From an optimization exercise on the open Yosys and OpenROAD flow, aimed at small area and a short achievable clock period; shortcuts taken in it are not production practice.
At most, simulation tests tie the RTL to the original design; equivalence was not proved.
Power and IR drop assume default switching activity.

== run 1 ==
// eac32_inspect
module eac32_inspect (
    input  wire         clk,
    input  wire         rst,
    input  wire         in_valid,
    input  wire [127:0] in_data,
    input  wire [4:0]   in_nbytes,
    input  wire         in_last,
    output reg          rpt_valid,
    output wire [31:0]  rpt_magic,
    output wire [31:0]  rpt_sum,
    output wire [31:0]  rpt_err,
    output wire [31:0]  rpt_explen,
    output wire [31:0]  rpt_lenf,
    output wire [31:0]  rpt_lenb,
    output wire [31:0]  rpt_flags
);
Size: roughly 1200 cells after synthesis, roughly 290 flip-flops, about 15000 um2 of cells after synthesis.
clock: 25.0 ns
lec_check: 0
abc_clock_period_in_ps: 6000
cap_margin: 20
core_margin: 2
core_utilization: 60
place_density: 0.7
slew_margin: 20
standard.sh (not shown) runs the stock make flow with config.mk's settings and CLKGATE_MAP_FILE= SYNTH_SCRIPT=/design/flow/synth_recipe.tcl, a recipe that flattens the netlist after the stock synthesis.
==> flow/flow/run.sh <==
#!/bin/bash
# Standard ORFS layout, with plain buffers on the ports, smaller clock
# buffers and no CTS dummy loads, and timing repair aimed below the period.
set -euo pipefail
bash standard.sh \
  "BUFFER_PORTS_ARGS=-buffer_cell sky130_fd_sc_hd__buf_1" \
  "CTS_ARGS=-sink_clustering_enable -repair_clock_nets -dont_use_dummy_load -buf_list {sky130_fd_sc_hd__clkbuf_4 sky130_fd_sc_hd__clkbuf_8}" \
  "SETUP_SLACK_MARGIN=18.8" \
  finish > make.log 2>&1
--- input diff run 1..run 2 ---
==> flow/flow/run.sh <==
#!/bin/bash
# Standard ORFS layout, with plain buffers on the ports, smaller clock
# buffers and no CTS dummy loads, and timing repair aimed below the period.
set -euo pipefail
bash standard.sh \
  "BUFFER_PORTS_ARGS=-buffer_cell sky130_fd_sc_hd__buf_1" \
  "CTS_ARGS=-sink_clustering_enable -repair_clock_nets -dont_use_dummy_load -buf_list {sky130_fd_sc_hd__clkbuf_8} -sink_clustering_size 16 -sink_clustering_max_diameter 60" \
  "SETUP_SLACK_MARGIN=18.8" \
  finish > make.log 2>&1
Compared to run 1, run 2 has combinational power share 2.1 points higher. Cmp run 2 vs run 1: clock network area share lower in run 2. Lower non-clock buffer count was reported by run 1, not run 2. Per the comparison of run 2 with run 1, fill cell total of the finished layout went up by 19, global-route usage over all layers went down by 0.44 points, detailed-route wire length per cell was more or less identical.
For run 3, these inputs were changed with respect to run 2:
==> flow/flow/run.sh <==
#!/bin/bash
# Standard ORFS layout, with plain buffers on the ports, smaller clock
# buffers and no CTS dummy loads, and timing repair aimed below the period.
set -euo pipefail
bash standard.sh \
  "BUFFER_PORTS_ARGS=-buffer_cell sky130_fd_sc_hd__buf_1" \
  "CTS_ARGS=-sink_clustering_enable -repair_clock_nets -dont_use_dummy_load -buf_list {sky130_fd_sc_hd__clkbuf_8} -sink_clustering_size 20 -sink_clustering_max_diameter 80" \
  "SETUP_SLACK_MARGIN=18.8" \
  finish > make.log 2>&1
Findings:
Having completed the whole flow, run 3 delivered a layout that passed the timing, design-rule and antenna checks.
Summed area of non-filler cells in the final layout, run 3 vs run 2: down slightly
Delta(count of non-filler cells in the finished layout, run 3 - run 2) < 0
Post-route fraction of the period consumed by the critical path delta (run 3 -> run 2): insignificant
For the tightest slew margin relative to the limit, run 3 came in 1.4 points higher than run 2 did.
Run 3 vs. run 2: post-route minimum period dropped 0.020 ns, clock network area share dropped 0.55 points.
Compared with run 2, in run 3 arrival time reported for the critical path endpoint saw a decrease, highest ir drop seen on vdd rose 19%.
Compared with run 2, in run 3 worst stage delay on the critical path increased by 0.02 ns relative to the old numbers; total net switching power shrank by about 1.9%.
The inputs of run 4 differ from those of run 3 as listed below.
==> flow/flow/run.sh <==
#!/bin/bash
# Standard ORFS layout, with plain buffers on the ports, smaller clock
# buffers and no CTS dummy loads, and timing repair aimed below the period.
set -euo pipefail
bash standard.sh \
  "BUFFER_PORTS_ARGS=-buffer_cell sky130_fd_sc_hd__buf_1" \
  "CTS_ARGS=-sink_clustering_enable -repair_clock_nets -dont_use_dummy_load -buf_list {sky130_fd_sc_hd__clkbuf_8 sky130_fd_sc_hd__clkbuf_16} -sink_clustering_size 20 -sink_clustering_max_diameter 80" \
  "SETUP_SLACK_MARGIN=18.8" \
  finish > make.log 2>&1
Findings:
Delta (run 4 minus run 3): clock network area share went up 1.2 points, share of final-layout standard cells stronger than drive strength 1 went down 3.5 points, pre-CTS setup slack held.
Taking run 3 as the reference, in run 4 hold slack did not really move; cell count after synthesis did not really move; total of buffers placed on input and output ports did not really move.

eac32_inspect, a different RTL version from the one above (not shown whole).
Size: about 1200 cells after synthesis, ~360 I/O pins, roughly 15000 um^2 of cells after synthesis.
clock: 25.0 ns
lec_check: 0
abc_clock_period_in_ps: 6000
cap_margin: 20
core_margin: 2
core_utilization: 60
place_density: 0.85
slew_margin: 20
==> flow/flow/run.sh <==
#!/bin/bash
# Standard ORFS layout, with plain buffers on the ports, smaller clock
# buffers and no CTS dummy loads, and timing repair aimed below the period.
set -euo pipefail
bash standard.sh \
  "BUFFER_PORTS_ARGS=-buffer_cell sky130_fd_sc_hd__buf_1" \
  "CTS_ARGS=-sink_clustering_enable -repair_clock_nets -dont_use_dummy_load -buf_list {sky130_fd_sc_hd__clkbuf_8 sky130_fd_sc_hd__clkbuf_16} -sink_clustering_size 20 -sink_clustering_max_diameter 80" \
  "SETUP_SLACK_MARGIN=18.65" SKIP_REPAIR_TIE_FANOUT=1 \
  finish > make.log 2>&1
The baseline went through all stages and came out clean.
Next try:
--- a/flow/flow/run.sh
+++ b/flow/flow/run.sh
@@ -7,3 +7,3 @@
   "CTS_ARGS=-sink_clustering_enable -repair_clock_nets -dont_use_dummy_load -buf_list {sky130_fd_sc_hd__clkbuf_8 sky130_fd_sc_hd__clkbuf_16} -sink_clustering_size 20 -sink_clustering_max_diameter 80" \
-  "SETUP_SLACK_MARGIN=18.65" SKIP_REPAIR_TIE_FANOUT=1 \
+  "SETUP_SLACK_MARGIN=18.72" SKIP_REPAIR_TIE_FANOUT=1 \
   finish > make.log 2>&1
Settings changed: PLACE_DENSITY 0.85 to 0.7.
Outcome:
- total power is about the same
- cell area falls slightly
- maximum frequency rises slightly
- critical path depth rises by 3
- non-clock buffer count falls by 4

## alpha
Another version of the RTL of eac32_inspect (not shown whole).
Size: about 1,100 cells after synthesis, ~280 flip-flops, about 360 I/O pins, ~15,000 sq um of cells after synthesis.
export LEC_CHECK = 0
export ABC_CLOCK_PERIOD_IN_PS = 6000
export CAP_MARGIN = 20
export CORE_MARGIN = 2
export CORE_UTILIZATION = 70
export PLACE_DENSITY = 0.8
export SLEW_MARGIN = 20
create_clock -name core_clock -period 25.0 [get_ports {clk}]
==> flow/flow/run.sh <==
#!/bin/bash
# Standard ORFS layout, with plain buffers on the ports, smaller clock
# buffers and no CTS dummy loads, and timing repair aimed below the period.
set -euo pipefail
bash standard.sh \
  "BUFFER_PORTS_ARGS=-buffer_cell sky130_fd_sc_hd__buf_1" \
  "CTS_ARGS=-sink_clustering_enable -repair_clock_nets -dont_use_dummy_load -buf_list {sky130_fd_sc_hd__clkbuf_8 sky130_fd_sc_hd__clkbuf_16} -sink_clustering_size 20 -sink_clustering_max_diameter 80" \
  "SETUP_SLACK_MARGIN=18.65" \
  finish > make.log 2>&1
Input-level comparison between beta and alpha:
- changing CORE_UTILIZATION from 70 to 60
- changing PLACE_DENSITY from 0.8 to 0.7
--- a/flow/flow/run.sh
+++ b/flow/flow/run.sh
@@ -6,4 +6,4 @@
   "BUFFER_PORTS_ARGS=-buffer_cell sky130_fd_sc_hd__buf_1" \
   "CTS_ARGS=-sink_clustering_enable -repair_clock_nets -dont_use_dummy_load -buf_list {sky130_fd_sc_hd__clkbuf_8 sky130_fd_sc_hd__clkbuf_16} -sink_clustering_size 20 -sink_clustering_max_diameter 80" \
-  "SETUP_SLACK_MARGIN=18.65" \
+  "SETUP_SLACK_MARGIN=18.8" \
   finish > make.log 2>&1
## What came out
Maximum fanout encountered on the critical timing path sits lower in beta than in alpha. Looking at timing endpoint of the critical path, the q[7] result is from alpha; the rpt_lenf[17] one comes from beta. Comparing beta and alpha, the lower total power was measured on alpha. The clock latency reported for the late side of the worst-skew pair on beta is in line with that on alpha. As far as synthesized area divided by synthesized cell count goes, beta and alpha are indistinguishable; the numbers are identical. beta ended with every stage complete and zero timing, DRC or antenna violations.

RTL: one of the versions met above, not the one the previous note started from.
For scale: about 1,200 cells after synthesis, ~280 flip-flops, ~360 I/O pins, roughly 0.015 sq mm of cells after synthesis.
clock: 25.0 ns
lec_check: 0
abc_clock_period_in_ps: 6000
cap_margin: 20
core_margin: 2
core_utilization: 60
place_density: 0.7
slew_margin: 20
==> flow/flow/run.sh <==
#!/bin/bash
# Standard ORFS layout, with plain buffers on the ports, smaller clock
# buffers and no CTS dummy loads, and timing repair aimed below the period.
set -euo pipefail
bash standard.sh \
  "BUFFER_PORTS_ARGS=-buffer_cell sky130_fd_sc_hd__buf_1" \
  "CTS_ARGS=-sink_clustering_enable -repair_clock_nets -dont_use_dummy_load -buf_list {sky130_fd_sc_hd__clkbuf_8 sky130_fd_sc_hd__clkbuf_16} -sink_clustering_size 20 -sink_clustering_max_diameter 80" \
  "SETUP_SLACK_MARGIN=18.8" SKIP_REPAIR_TIE_FANOUT=1 \
  finish > make.log 2>&1
The starting point completed without violations.
Change:
==> flow/flow/run.sh (replaced) <==
#!/bin/bash
# Standard ORFS layout, with plain buffers on the ports, smaller clock
# buffers and no CTS dummy loads, and timing repair aimed below the period.
set -euo pipefail
bash standard.sh \
  "BUFFER_PORTS_ARGS=-buffer_cell sky130_fd_sc_hd__buf_1" \
  "CTS_ARGS=-sink_clustering_enable -repair_clock_nets -dont_use_dummy_load -buf_list {sky130_fd_sc_hd__clkbuf_16} -sink_clustering_size 25 -sink_clustering_max_diameter 120" \
  "SETUP_SLACK_MARGIN=18.65" SKIP_REPAIR_TIE_FANOUT=1 \
  finish > make.log 2>&1
Outcome: The changed run went through all stages and came out clean. Clock-buffer cell count is lower by 3. Worst setup slack gets worse by 0.091 ns. Routed wire length is lower by 1.1%. Total power is lower by 3.2%. Utilization is lower by 0.81 points. Non-clock buffer count is lower by 16.

Another version of the RTL of eac32_inspect (not shown whole).
For scale: about 1100 cells after synthesis, roughly 0.015 sq mm of cells after synthesis.
Design eac32_inspect, start of the top module:
module eac32_inspect (
    input  wire         clk,
    input  wire         rst,
    input  wire         in_valid,
    input  wire [127:0] in_data,
    input  wire [4:0]   in_nbytes,
    input  wire         in_last,
    output reg          rpt_valid,
    output wire [31:0]  rpt_magic,
    output wire [31:0]  rpt_sum,
    output wire [31:0]  rpt_err,
    output wire [31:0]  rpt_explen,
    output wire [31:0]  rpt_lenf,
    output wire [31:0]  rpt_lenb,
    output wire [31:0]  rpt_flags
);
clock: 25.0 ns
lec_check: 0
abc_clock_period_in_ps: 6000
cap_margin: 20
core_margin: 2
core_utilization: 60
place_density: 0.7
slew_margin: 20
==> flow/flow/run.sh <==
#!/bin/bash
# Standard ORFS layout, with plain buffers on the ports, smaller clock
# buffers and no CTS dummy loads, and timing repair aimed below the period.
set -euo pipefail
bash standard.sh \
  "BUFFER_PORTS_ARGS=-buffer_cell sky130_fd_sc_hd__buf_1" \
  "CTS_ARGS=-sink_clustering_enable -repair_clock_nets -dont_use_dummy_load -buf_list {sky130_fd_sc_hd__clkbuf_8 sky130_fd_sc_hd__clkbuf_16} -sink_clustering_size 20 -sink_clustering_max_diameter 80" \
  "SETUP_SLACK_MARGIN=18.9" SKIP_REPAIR_TIE_FANOUT=1 \
  finish > make.log 2>&1
Edit:
==> flow/flow/run.sh (replaced) <==
#!/bin/bash
# Standard ORFS layout, with plain buffers on the ports, smaller clock
# buffers and no CTS dummy loads, and timing repair aimed below the period.
set -euo pipefail
bash standard.sh \
  "BUFFER_PORTS_ARGS=-buffer_cell sky130_fd_sc_hd__buf_1" \
  "CTS_ARGS=-sink_clustering_enable -repair_clock_nets -dont_use_dummy_load -buf_list {sky130_fd_sc_hd__clkbuf_16} -sink_clustering_size 30 -sink_clustering_max_diameter 200" \
  "SETUP_SLACK_MARGIN=18.65" \
  finish > make.log 2>&1
Worst setup slack improves by 21 ps.
Final area came out lower by about 2.4%.
Total power came out lower by about 5.5%.
Worst hold slack improves by 9.3 ps.
Clock skew came out higher by 11 ps.
Edit:
==> flow/flow/run.sh (replaced) <==
#!/bin/bash
# Standard ORFS layout, with plain buffers on the ports, smaller clock
# buffers and no CTS dummy loads, and timing repair aimed below the period.
set -euo pipefail
bash standard.sh \
  "BUFFER_PORTS_ARGS=-buffer_cell sky130_fd_sc_hd__buf_1" \
  "CTS_ARGS=-sink_clustering_enable -repair_clock_nets -dont_use_dummy_load -buf_list {sky130_fd_sc_hd__clkbuf_8 sky130_fd_sc_hd__clkbuf_16} -sink_clustering_size 20 -sink_clustering_max_diameter 80" \
  "SETUP_SLACK_MARGIN=18.75" \
  finish > make.log 2>&1
The changed run passed the timing, design-rule and antenna checks.
Non-clock buffer count drops by 1.
Sequential power stays flat.
Core utilization rose by 0.28 points.
Edit:
--- a/flow/flow/run.sh
+++ b/flow/flow/run.sh
@@ -7,3 +7,3 @@
   "CTS_ARGS=-sink_clustering_enable -repair_clock_nets -dont_use_dummy_load -buf_list {sky130_fd_sc_hd__clkbuf_8 sky130_fd_sc_hd__clkbuf_16} -sink_clustering_size 20 -sink_clustering_max_diameter 80" \
-  "SETUP_SLACK_MARGIN=18.75" \
+  "SETUP_SLACK_MARGIN=18.65" SKIP_REPAIR_TIE_FANOUT=1 \
   finish > make.log 2>&1
Outcome: Power is about the same; sequential cell count does not change; hold slack gets better by 5.2 ps; sequential power is about the same; non-clock buffer count drops by 1; area after synthesis does not change; clock power hardly moves; sequential share of layout area climbs by 0.68 points; combinational power is about the same; critical path depth is unchanged.

Setup of main:
eac32_inspect, a different RTL version from the one above (not shown whole).
Size in the first run: ~290 flip-flops, about 360 I/O pins.
Design eac32_inspect, start of the top module:
module eac32_inspect (
    input  wire         clk,
    input  wire         rst,
    input  wire         in_valid,
    input  wire [127:0] in_data,
    input  wire [4:0]   in_nbytes,
    input  wire         in_last,
    output reg          rpt_valid,
    output wire [31:0]  rpt_magic,
    output wire [31:0]  rpt_sum,
    output wire [31:0]  rpt_err,
    output wire [31:0]  rpt_explen,
    output wire [31:0]  rpt_lenf,
    output wire [31:0]  rpt_lenb,
    output wire [31:0]  rpt_flags
);
Settings: LEC_CHECK=0, ABC_CLOCK_PERIOD_IN_PS=6000, CAP_MARGIN=20, CORE_MARGIN=2, CORE_UTILIZATION=60, PLACE_DENSITY=0.7, SLEW_MARGIN=20; clock period 25.0 ns.
==> flow/flow/run.sh <==
#!/bin/bash
# Standard ORFS layout, with plain buffers on the ports, smaller clock
# buffers and no CTS dummy loads, and timing repair aimed below the period.
set -euo pipefail
bash standard.sh \
  "BUFFER_PORTS_ARGS=-buffer_cell sky130_fd_sc_hd__buf_1" \
  "CTS_ARGS=-sink_clustering_enable -repair_clock_nets -dont_use_dummy_load" \
  "SETUP_SLACK_MARGIN=19.0" \
  finish > make.log 2>&1
main was carried through to the last stage, and its layout satisfied the timing, design-rule and antenna checks.
Changes in the feature branch relative to main:
==> flow/flow/run.sh <==
#!/bin/bash
# Standard ORFS layout, with plain buffers on the ports, smaller clock
# buffers and no CTS dummy loads, and timing repair aimed below the period.
set -euo pipefail
bash standard.sh \
  "BUFFER_PORTS_ARGS=-buffer_cell sky130_fd_sc_hd__buf_1" \
  "CTS_ARGS=-sink_clustering_enable -repair_clock_nets -dont_use_dummy_load -buf_list {sky130_fd_sc_hd__clkbuf_4 sky130_fd_sc_hd__clkbuf_8}" \
  "SETUP_SLACK_MARGIN=18.8" \
  finish > make.log 2>&1
Findings:
Summary of the feature branch over main: power shows a reduction of about 12%, cell area after synthesis shows no meaningful change, initial standard-cell utilization of the core shows no meaningful change, power drawn by the combinational cells shows a reduction of about 30%, clock power shows a reduction of 12%. Delta (the feature branch minus main): final cell count now sits lower; setup slack at placement now sits lower. Uppermost layer routed = met5: main; uppermost layer routed = met4: the feature branch. Relative to main, the number of buffers created by CTS measured on the feature branch has increased by more than half. End point of the critical path: rpt_lenf[1] -> the feature branch, rpt_lenf[4] -> main.
Function was not checked in any run of this note: the RTL went through the layout flow alone.

[port drivers added, routing unchanged]
No port has a modelled driver above. Below, the same layouts with a new extraction and two added sets of constraints.
Step 1 assumes that a clkbuf_16 drives the clock port and a buf_2 every other input.
Step 2 moves the port delays by t, midway between the first and last clock arrival at a register: inputs arrive t later, outputs are due t later. That takes back most of the time a late clock gives input paths.
Slacks: ideal / step 1 / step 2; pairs: ideal / step 1.
| run | t, ns | slack for setup (ns) | worst data-port slew with drivers (ns) |
|---|---|---|---|
| run 1 | 0.588 | 18.757 / 18.707 / 18.324 | 0.08 |
| run 2 | 0.596 | 18.728 / 18.679 / 18.344 | 0.07 |
| run 3 | 0.581 | 18.748 / 18.698 / 18.326 | 0.07 |
| run 4 | 0.555 | 18.801 / 18.747 / 18.418 | 0.07 |
| the first run of note 2 | 0.548 | 18.747 / 18.694 / 18.238 | 0.08 |
| the second run of note 2 | 0.544 | 18.780 / 18.732 / 18.255 | 0.09 |
| alpha | 0.548 | 18.764 / 18.732 / 18.239 | 0.06 |
| beta | 0.539 | 18.769 / 18.721 / 18.280 | 0.06 |
| the first run of note 4 | 0.548 | 18.790 / 18.740 / 18.308 | 0.08 |
| the second run of note 4 | 0.513 | 18.699 / 18.714 / 18.208 | 0.09 |
| the first run of note 5 | 0.530 | 18.733 / 18.682 / 18.472 | 0.08 |
| the second run of note 5 | 0.519 | 18.753 / 18.732 / 18.238 | 0.07 |
| the third run of note 5 | 0.546 | 18.765 / 18.714 / 18.250 | 0.08 |
| the fourth run of note 5 | 0.546 | 18.736 / 18.686 / 18.194 | 0.09 |
| main | 0.589 | 18.736 / 18.684 / 18.470 | 0.08 |
| the feature branch | 0.579 | 18.732 / 18.684 / 18.295 | 0.08 |
After both steps every run listed still meets setup and hold. For the fourth run of note 5, which loses most, drivers alone change the setup slack by -0.050 ns; drivers and shift together by -0.542 ns.
